From an optimization exercise on the open Yosys and OpenROAD flow, aimed at small area; shortcuts taken in it are not production practice. Function was checked by simulation only, so behaviour that the tests miss may differ from the original. Power figures rest on the tool's default switching activity, not on a simulated workload.

==> inputs of 10-11 <==
// oscq
module oscq (
    input  wire        clk,
    input  wire        rst,         
    input  wire        tx_valid,
    input  wire        tx_rw,       
    input  wire [3:0]  tx_idx,
    input  wire [31:0] tx_data,
    output reg         rd_valid,
    output wire [31:0] rd_data,
    output reg         smp_valid,
    output wire [15:0] smp_data,
    output wire        done
);
==> module oscq_cmp32, before the edit <==
module oscq_cmp32 (input wire [31:0] a, input wire [31:0] b, output wire gt);
    localparam L = 22, H = 32 - L;
    wire [31:0] bn = ~b;
    wire [L:1] cl;
    wire [H:1] c0;
    wire [H:1] c1;
    assign cl[1] = a[0] & bn[0];
    assign c0[1] = a[L] & bn[L];
    assign c1[1] = a[L] | bn[L];
    genvar i;
    generate
        for (i = 1; i < L; i = i + 1) begin : g_l
            oscq_gtc u_l  (.a(a[i]), .bn(bn[i]), .ci(cl[i]), .co(cl[i+1]));
        end
        for (i = 1; i < H; i = i + 1) begin : g_h
            oscq_gtc u_h0 (.a(a[L + i]), .bn(bn[L + i]), .ci(c0[i]), .co(c0[i+1]));
            oscq_gtc u_h1 (.a(a[L + i]), .bn(bn[L + i]), .ci(c1[i]), .co(c1[i+1]));
        end
    endgenerate
    assign gt = cl[L] ? c1[H] : c0[H];
endmodule
==> module oscq_add32, before the edit <==
module oscq_add32 (input wire [31:0] a, input wire [31:0] b, output wire [31:0] s);
    localparam L = 21, H = 32 - L;
    wire [L:0]   cl;
    wire [H:0]   ch;
    wire [H-1:0] h0;
    oscq_ha u_l0 (.a(a[0]), .b(b[0]), .s(s[0]),  .co(cl[1]));
    oscq_ha u_h0 (.a(a[L]), .b(b[L]), .s(h0[0]), .co(ch[1]));
    genvar i;
    generate
        for (i = 1; i < L; i = i + 1) begin : g_rl
            oscq_fa u_l (.a(a[i]), .b(b[i]), .c(cl[i]), .s(s[i]), .co(cl[i+1]));
        end
        for (i = 1; i < H; i = i + 1) begin : g_rh
            oscq_fa u_h (.a(a[L + i]), .b(b[L + i]), .c(ch[i]), .s(h0[i]), .co(ch[i+1]));
        end
    endgenerate
    wire [H-1:0] p;
    assign p[0] = 1'b1;
    generate
        for (i = 1; i < H; i = i + 1) begin : g_p
            assign p[i] = p[i-1] & h0[i-1];
        end
    endgenerate
    assign s[31:L] = h0 ^ (p & {H{cl[L]}});
endmodule
==> flow/config.mk <==
export PLATFORM = sky130hd
export DESIGN_NAME = oscq
export DESIGN_NICKNAME = oscq
export VERILOG_FILES = /design/flow/design.v
export SDC_FILE = /design/flow/constraint.sdc
export NUM_CORES = 4
export LEC_CHECK = 0
export CAP_MARGIN = 5
export CORE_MARGIN = 2
export CORE_UTILIZATION = 40
export GPL_TIMING_DRIVEN = 0
export SLEW_MARGIN = 5
export SYNTH_HIERARCHICAL = 1
export SYNTH_MEMORY_MAX_BITS = 16384
==> flow/constraint.sdc <==
create_clock -name core_clock -period 10.0 [get_ports {clk}]
set_input_delay 2.0000 -clock core_clock [delete_from_list [all_inputs] [get_ports {clk}]]
set_output_delay 2.0000 -clock core_clock [all_outputs]
set_load 0.01 [all_outputs]
standard.sh (not shown) runs the stock make flow with config.mk's settings and CLKGATE_MAP_FILE= SYNTH_SCRIPT=/design/flow/synth_recipe.tcl, a recipe that flattens the netlist after the stock synthesis.
==> flow/flow/run.sh <==
#!/bin/bash
# Own layout flow: the standard layout (standard.sh: ORFS synthesis unchanged,
# then floorplan to finish) with two layout options changed:
#  - ports are buffered with the small sky130_fd_sc_hd__buf_1 instead of the
#    buffer that buffer_ports picks by itself (still one buffer on every input
#    and output port);
#  - clock tree synthesis builds the tree from sky130_fd_sc_hd__clkbuf_8 and
#    inserts no dummy loads.
# Every tool's output goes to the ORFS logs under orfs/logs and, for the make
# run as a whole, to standard.log in this folder.
set -euo pipefail
export BUFFER_PORTS_ARGS="-buffer_cell sky130_fd_sc_hd__buf_1"
export CTS_ARGS="-sink_clustering_enable -repair_clock_nets -dont_use_dummy_load -buf_list sky130_fd_sc_hd__clkbuf_8"
bash standard.sh > standard.log 2>&1
==> 03-28 (differences from 10-11) <==
--- a/flow/design.v
+++ b/flow/design.v
@@ -454,3 +454,3 @@
 module oscq_cmp32 (input wire [31:0] a, input wire [31:0] b, output wire gt);
-    localparam L = 22, H = 32 - L;
+    localparam L = 20, H = 32 - L;
     wire [31:0] bn = ~b;
@@ -632,3 +632,3 @@
 module oscq_add32 (input wire [31:0] a, input wire [31:0] b, output wire [31:0] s);
-    localparam L = 21, H = 32 - L;
+    localparam L = 19, H = 32 - L;
     wire [L:0]   cl;
- CAP_MARGIN: 5 -> 20
- CORE_UTILIZATION: 40 -> 65
- GPL_TIMING_DRIVEN: 0 -> not set
- SLEW_MARGIN: 5 -> 20
==> summary of the runs <==
- Of 10-11 and 03-28, 10-11 has the higher die area (gap 59%, measured against 03-28).
- In 03-28 the combinational power is smaller than in 10-11, by about 5%.
- 10-11 finished clean. 03-28 completed without violations.
- Between 03-28 and 10-11, the lower hold slack is in 03-28 (gap 0.0048 ns).
- Clock-buffer cell count is the same in 10-11 and 03-28.
- In 10-11 the sequential share of layout area is lower than in 03-28, by 1.2 points.
- Against 10-11, the first-iteration DRC count of 03-28 is larger by about 6%.
- Clock power: 03-28 is larger than 10-11 (about 2%).
- Final area: 03-28 is smaller than 10-11 (4.1%).
- Between 03-28 and 10-11, the lower routed wire length is in 03-28 (gap about 3.6%, measured against 10-11).
- Global-route usage: 03-28 is higher than 10-11 (14 points).


==> v10 <==
oscq, a different RTL version from the one above (not shown whole).
==> module oscq_wave, before the edit <==
module oscq_wave (
    input  wire [2:0]  op,       
    input  wire [31:0] phase,
    input  wire [31:0] duty,
    input  wire [31:0] xin,
    input  wire [15:0] imm16,
    output wire [15:0] sample
);
    wire p31 = phase[31];
    wire s_sin = (op == 3'd1);
    wire s_rmp = (op == 3'd2);
    wire s_tri = (op == 3'd3);
    wire s_pwm = (op == 3'd4);
    wire s_qx  = (op == 3'd5);
    wire s_imm = op[2] & op[1];       
    wire [12:0] smag;
    oscq_sine u_sine (.q0(phase[30]), .i(phase[29:22]), .val(smag));
    wire [15:0] sin_m = {3'b000, smag};
    wire [15:0] ramp_b = {{4{~p31}}, phase[30:19]};
    wire        ramp_c = ~p31 & (|phase[18:0]);
    wire [15:0] tri_t  = {{4{~phase[30]}}, phase[29:18]};
    wire        tri_tc = ~phase[30] & (|phase[17:0]);
    wire gt;
    oscq_cmp32 u_cmp (.a(phase), .b(duty), .gt(gt));
    wire [15:0] pwm_b = {~gt, ~gt, ~gt, 1'b1, 12'd0};
    wire [15:0] qx_b = xin[27:12];
    wire        qx_c = xin[31] & (|xin[11:0]);
    wire neg = p31 & (s_sin | s_tri);
    wire [15:0] base;
    genvar j;
    generate
        for (j = 0; j < 16; j = j + 1) begin : g_b
            oscq_wsel u_s (.s1(s_sin), .v1(sin_m[j]), .s2(s_tri), .v2(tri_t[j]), .s3(s_rmp), .v3(ramp_b[j]),
                           .s4(s_pwm), .v4(pwm_b[j]), .s5(s_qx), .v5(qx_b[j]), .s6(s_imm), .v6(imm16[j]),
                           .x(neg), .y(base[j]));
        end
    endgenerate
    wire cin = neg ^ ((s_tri & tri_tc) | (s_rmp & ramp_c) | (s_qx & qx_c));
    oscq_inc16 u_inc (.a(base), .ci(cin), .s(sample));
endmodule
==> module oscq_cmp32, before the edit <==
module oscq_cmp32 (input wire [31:0] a, input wire [31:0] b, output wire gt);
    wire [31:0] bn = ~b;
    wire [16:0] cl;
    wire [16:0] c0;
    wire [16:0] c1;
    assign cl[0] = 1'b0;
    assign c0[0] = 1'b0;
    assign c1[0] = 1'b1;
    genvar i;
    generate
        for (i = 0; i < 16; i = i + 1) begin : g_c
            oscq_gtc u_l  (.a(a[i]),      .bn(bn[i]),      .ci(cl[i]), .co(cl[i+1]));
            oscq_gtc u_h0 (.a(a[16 + i]), .bn(bn[16 + i]), .ci(c0[i]), .co(c0[i+1]));
            oscq_gtc u_h1 (.a(a[16 + i]), .bn(bn[16 + i]), .ci(c1[i]), .co(c1[i+1]));
        end
    endgenerate
    assign gt = cl[16] ? c1[16] : c0[16];
endmodule
==> module oscq_wsel, before the edit <==
module oscq_wsel (input wire s1, input wire v1, input wire s2, input wire v2, input wire s3, input wire v3,
                  input wire s4, input wire v4, input wire s5, input wire v5, input wire s6, input wire v6,
                  input wire x, output wire y);
    assign y = x ^ ((s1 & v1) | (s2 & v2) | (s3 & v3) | (s4 & v4) | (s5 & v5) | (s6 & v6));
endmodule
==> module oscq_add32, before the edit <==
module oscq_add32 (input wire [31:0] a, input wire [31:0] b, output wire [31:0] s);
    wire [16:0] cl;
    wire [16:0] ch;
    wire [15:0] h0;
    oscq_ha u_l0 (.a(a[0]),  .b(b[0]),  .s(s[0]), .co(cl[1]));
    oscq_ha u_h0 (.a(a[16]), .b(b[16]), .s(h0[0]), .co(ch[1]));
    genvar i;
    generate
        for (i = 1; i < 16; i = i + 1) begin : g_rc
            oscq_fa u_l (.a(a[i]),      .b(b[i]),      .c(cl[i]), .s(s[i]),  .co(cl[i+1]));
            oscq_fa u_h (.a(a[16 + i]), .b(b[16 + i]), .c(ch[i]), .s(h0[i]), .co(ch[i+1]));
        end
    endgenerate
    wire [15:0] p;
    assign p[0] = 1'b1;
    generate
        for (i = 1; i < 16; i = i + 1) begin : g_p
            assign p[i] = p[i-1] & h0[i-1];
        end
    endgenerate
    assign s[31:16] = h0 ^ (p & {16{cl[16]}});
endmodule
==> flow/config.mk <==
export PLATFORM = sky130hd
export DESIGN_NAME = oscq
export DESIGN_NICKNAME = oscq
export VERILOG_FILES = /design/flow/design.v
export SDC_FILE = /design/flow/constraint.sdc
export NUM_CORES = 4
export LEC_CHECK = 0
export CAP_MARGIN = 20
export CORE_MARGIN = 2
export CORE_UTILIZATION = 40
export SLEW_MARGIN = 20
export SYNTH_HIERARCHICAL = 1
export SYNTH_MEMORY_MAX_BITS = 16384
==> flow/constraint.sdc <==
create_clock -name core_clock -period 10.0 [get_ports {clk}]
set_input_delay 2.0000 -clock core_clock [delete_from_list [all_inputs] [get_ports {clk}]]
set_output_delay 2.0000 -clock core_clock [all_outputs]
set_load 0.01 [all_outputs]
==> flow/flow/run.sh <==
#!/bin/bash
# Own layout flow: the standard layout (standard.sh: ORFS synthesis unchanged,
# then floorplan to finish) with one layout option changed: ports are buffered
# with the small sky130_fd_sc_hd__buf_1 instead of the buffer that buffer_ports
# picks by itself (still one buffer on every input and output port).
# Every tool's output goes to the ORFS logs under orfs/logs and, for the make
# run as a whole, to standard.log in this folder.
set -euo pipefail
export BUFFER_PORTS_ARGS="-buffer_cell sky130_fd_sc_hd__buf_1"
bash standard.sh > standard.log 2>&1
==> v14 (differences from v10) <==
--- a/flow/design.v
+++ b/flow/design.v
@@ -422,9 +422,17 @@
     genvar j;
     generate
         for (j = 0; j < 16; j = j + 1) begin : g_b
-            oscq_wsel u_s (.s1(s_sin), .v1(sin_m[j]), .s2(s_tri), .v2(tri_t[j]), .s3(s_rmp), .v3(ramp_b[j]),
-                           .s4(s_pwm), .v4(pwm_b[j]), .s5(s_qx), .v5(qx_b[j]), .s6(s_imm), .v6(imm16[j]),
-                           .x(neg), .y(base[j]));
+            if (j < 12) begin : g_lo           
+                oscq_wsel5 u_s (.s1(s_sin), .v1(sin_m[j]), .s2(s_tri), .v2(tri_t[j]), .s3(s_rmp), .v3(ramp_b[j]),
+                                .s4(s_qx), .v4(qx_b[j]), .s5(s_imm), .v5(imm16[j]), .x(neg), .y(base[j]));
+            end else if (j == 12) begin : g_mid
+                oscq_wsel u_s (.s1(s_sin), .v1(sin_m[j]), .s2(s_tri), .v2(tri_t[j]), .s3(s_rmp), .v3(ramp_b[j]),
+                               .s4(s_pwm), .v4(pwm_b[j]), .s5(s_qx), .v5(qx_b[j]), .s6(s_imm), .v6(imm16[j]),
+                               .x(neg), .y(base[j]));
+            end else begin : g_hi              
+                oscq_wsel5 u_s (.s1(s_tri), .v1(tri_t[j]), .s2(s_rmp), .v2(ramp_b[j]), .s3(s_pwm), .v3(pwm_b[j]),
+                                .s4(s_qx), .v4(qx_b[j]), .s5(s_imm), .v5(imm16[j]), .x(neg), .y(base[j]));
+            end
         end
     endgenerate
     wire cin = neg ^ ((s_tri & tri_tc) | (s_rmp & ramp_c) | (s_qx & qx_c));
@@ -444,27 +452,39 @@
     assign co = (a & bn) | (ci & (a | bn));
 endmodule
 module oscq_cmp32 (input wire [31:0] a, input wire [31:0] b, output wire gt);
+    localparam L = 22, H = 32 - L;
     wire [31:0] bn = ~b;
-    wire [16:0] cl;
-    wire [16:0] c0;
-    wire [16:0] c1;
-    assign cl[0] = 1'b0;
-    assign c0[0] = 1'b0;
-    assign c1[0] = 1'b1;
+    wire [L:1] cl;
+    wire [H:1] c0;
+    wire [H:1] c1;
+    assign cl[1] = a[0] & bn[0];
+    assign c0[1] = a[L] & bn[L];
+    assign c1[1] = a[L] | bn[L];
     genvar i;
     generate
-        for (i = 0; i < 16; i = i + 1) begin : g_c
-            oscq_gtc u_l  (.a(a[i]),      .bn(bn[i]),      .ci(cl[i]), .co(cl[i+1]));
-            oscq_gtc u_h0 (.a(a[16 + i]), .bn(bn[16 + i]), .ci(c0[i]), .co(c0[i+1]));
-            oscq_gtc u_h1 (.a(a[16 + i]), .bn(bn[16 + i]), .ci(c1[i]), .co(c1[i+1]));
+        for (i = 1; i < L; i = i + 1) begin : g_l
+            oscq_gtc u_l  (.a(a[i]), .bn(bn[i]), .ci(cl[i]), .co(cl[i+1]));
+        end
+        for (i = 1; i < H; i = i + 1) begin : g_h
+            oscq_gtc u_h0 (.a(a[L + i]), .bn(bn[L + i]), .ci(c0[i]), .co(c0[i+1]));
+            oscq_gtc u_h1 (.a(a[L + i]), .bn(bn[L + i]), .ci(c1[i]), .co(c1[i+1]));
         end
     endgenerate
-    assign gt = cl[16] ? c1[16] : c0[16];
+    assign gt = cl[L] ? c1[H] : c0[H];
 endmodule
 module oscq_wsel (input wire s1, input wire v1, input wire s2, input wire v2, input wire s3, input wire v3,
                   input wire s4, input wire v4, input wire s5, input wire v5, input wire s6, input wire v6,
                   input wire x, output wire y);
-    assign y = x ^ ((s1 & v1) | (s2 & v2) | (s3 & v3) | (s4 & v4) | (s5 & v5) | (s6 & v6));
+    wire n1, n2;
+    oscq_aoi222 u_1 (.a(s1), .b(v1), .c(s2), .d(v2), .e(s3), .f(v3), .y(n1));
+    oscq_aoi222 u_2 (.a(s4), .b(v4), .c(s5), .d(v5), .e(s6), .f(v6), .y(n2));
+    assign y = x ^ ~(n1 & n2);
+endmodule
+module oscq_wsel5 (input wire s1, input wire v1, input wire s2, input wire v2, input wire s3, input wire v3,
+                   input wire s4, input wire v4, input wire s5, input wire v5, input wire x, output wire y);
+    wire n1;
+    oscq_aoi222 u_1 (.a(s1), .b(v1), .c(s2), .d(v2), .e(s3), .f(v3), .y(n1));
+    assign y = x ^ ~(n1 & ~((s4 & v4) | (s5 & v5)));
 endmodule
 module oscq (
     input  wire        clk,
@@ -610,26 +630,29 @@
     assign z = ~(zn | a);
 endmodule
 module oscq_add32 (input wire [31:0] a, input wire [31:0] b, output wire [31:0] s);
-    wire [16:0] cl;
-    wire [16:0] ch;
-    wire [15:0] h0;
-    oscq_ha u_l0 (.a(a[0]),  .b(b[0]),  .s(s[0]), .co(cl[1]));
-    oscq_ha u_h0 (.a(a[16]), .b(b[16]), .s(h0[0]), .co(ch[1]));
+    localparam L = 21, H = 32 - L;
+    wire [L:0]   cl;
+    wire [H:0]   ch;
+    wire [H-1:0] h0;
+    oscq_ha u_l0 (.a(a[0]), .b(b[0]), .s(s[0]),  .co(cl[1]));
+    oscq_ha u_h0 (.a(a[L]), .b(b[L]), .s(h0[0]), .co(ch[1]));
     genvar i;
     generate
-        for (i = 1; i < 16; i = i + 1) begin : g_rc
-            oscq_fa u_l (.a(a[i]),      .b(b[i]),      .c(cl[i]), .s(s[i]),  .co(cl[i+1]));
-            oscq_fa u_h (.a(a[16 + i]), .b(b[16 + i]), .c(ch[i]), .s(h0[i]), .co(ch[i+1]));
+        for (i = 1; i < L; i = i + 1) begin : g_rl
+            oscq_fa u_l (.a(a[i]), .b(b[i]), .c(cl[i]), .s(s[i]), .co(cl[i+1]));
+        end
+        for (i = 1; i < H; i = i + 1) begin : g_rh
+            oscq_fa u_h (.a(a[L + i]), .b(b[L + i]), .c(ch[i]), .s(h0[i]), .co(ch[i+1]));
         end
     endgenerate
-    wire [15:0] p;
+    wire [H-1:0] p;
     assign p[0] = 1'b1;
     generate
-        for (i = 1; i < 16; i = i + 1) begin : g_p
+        for (i = 1; i < H; i = i + 1) begin : g_p
             assign p[i] = p[i-1] & h0[i-1];
         end
     endgenerate
-    assign s[31:16] = h0 ^ (p & {16{cl[16]}});
+    assign s[31:L] = h0 ^ (p & {H{cl[L]}});
 endmodule
 module oscq_dec32 (input wire [31:0] a, input wire g, output wire [31:0] s);
     wire [32:0] z;    
==> flow/flow/run.sh (replaced) <==
#!/bin/bash
# Own layout flow: the standard layout (standard.sh: ORFS synthesis unchanged,
# then floorplan to finish) with two layout options changed:
#  - ports are buffered with the small sky130_fd_sc_hd__buf_1 instead of the
#    buffer that buffer_ports picks by itself (still one buffer on every input
#    and output port);
#  - clock tree synthesis builds the tree from sky130_fd_sc_hd__clkbuf_8 and
#    inserts no dummy loads.
# Every tool's output goes to the ORFS logs under orfs/logs and, for the make
# run as a whole, to standard.log in this folder.
set -euo pipefail
export BUFFER_PORTS_ARGS="-buffer_cell sky130_fd_sc_hd__buf_1"
export CTS_ARGS="-sink_clustering_enable -repair_clock_nets -dont_use_dummy_load -buf_list sky130_fd_sc_hd__clkbuf_8"
bash standard.sh > standard.log 2>&1
==> comparison table <==
item	v14	v10
Count of cells along the worst register-to-register path	25	32
Pin count of the biggest net entering global routing	51	39
Total cell area at the placement stage	12800 µm²	13200 µm²
Die boundary height	176 µm	179 µm
Post-Synthesis Cell Area	11900 µm²	12300 µm²
Fill cell count	2848	2962
End of the critical path	phase_r[22]$_DFF_P_	sample_r[15]$_DFF_P_
Endpoint of the worst register-to-register path	phase_r[22]$_DFF_P_	sample_r[15]$_DFF_P_
Vias after detailed routing	10.6k	11.1k
Depth of the critical timing path with buffers and inverters included	25	32
Clk Latency, worst-skew pair	0.47 ns	0.45 ns
Worst hold slack	0.481 ns	0.475 ns
Relative area change from synthesis to final layout	9.84%	12.6%
Clock-cell share	1.80%	4.33%
Placed instance count	1665	1728
Outcome	no timing/DRC/antenna violations	no timing/DRC/antenna violations
Routing usage on met1	34.5%	34.8%
Final Util	44.3%	45.4%
Placer Congestion	0.884	0.899

## port drivers added, routing unchanged
The results above use ideal ports. As a check the final layouts listed here were re-extracted and re-timed, cells and wires unchanged.
Step 1 assumes that a clkbuf_16 drives the clock port and a buf_2 every other input.
Step 2 adds t to the input delays and takes it off the output delays; t is the mean of the earliest and latest rising clock arrival at the registers after step 1. Input paths then give back, and output paths get back, about the clock's delay inside the block.
a / b / c = no drivers / after step 1 / after step 2; a / b = the first two.
| run | shift t [ns] | setup slack, ns | latest minus earliest clock arrival (ns) | worst data-port slew with drivers (ns) | cell pins on the clock port's net |
|---|---|---|---|---|---|
| 10-11 | 0.483 | 0.240 / 0.240 / 0.240 | 0.031 / 0.031 | 0.06 | 1 |
| 03-28 | 0.502 | 1.087 / 1.087 / 1.087 | 0.059 / 0.058 | 0.03 | 1 |
| v10 | 0.493 | 1.023 / 1.023 / 1.023 | 0.010 / 0.011 | 0.05 | 1 |
| v14 | 0.489 | 0.404 / 0.404 / 0.404 | 0.043 / 0.043 | 0.06 | 1 |
After both steps setup and hold are still met in every run listed.
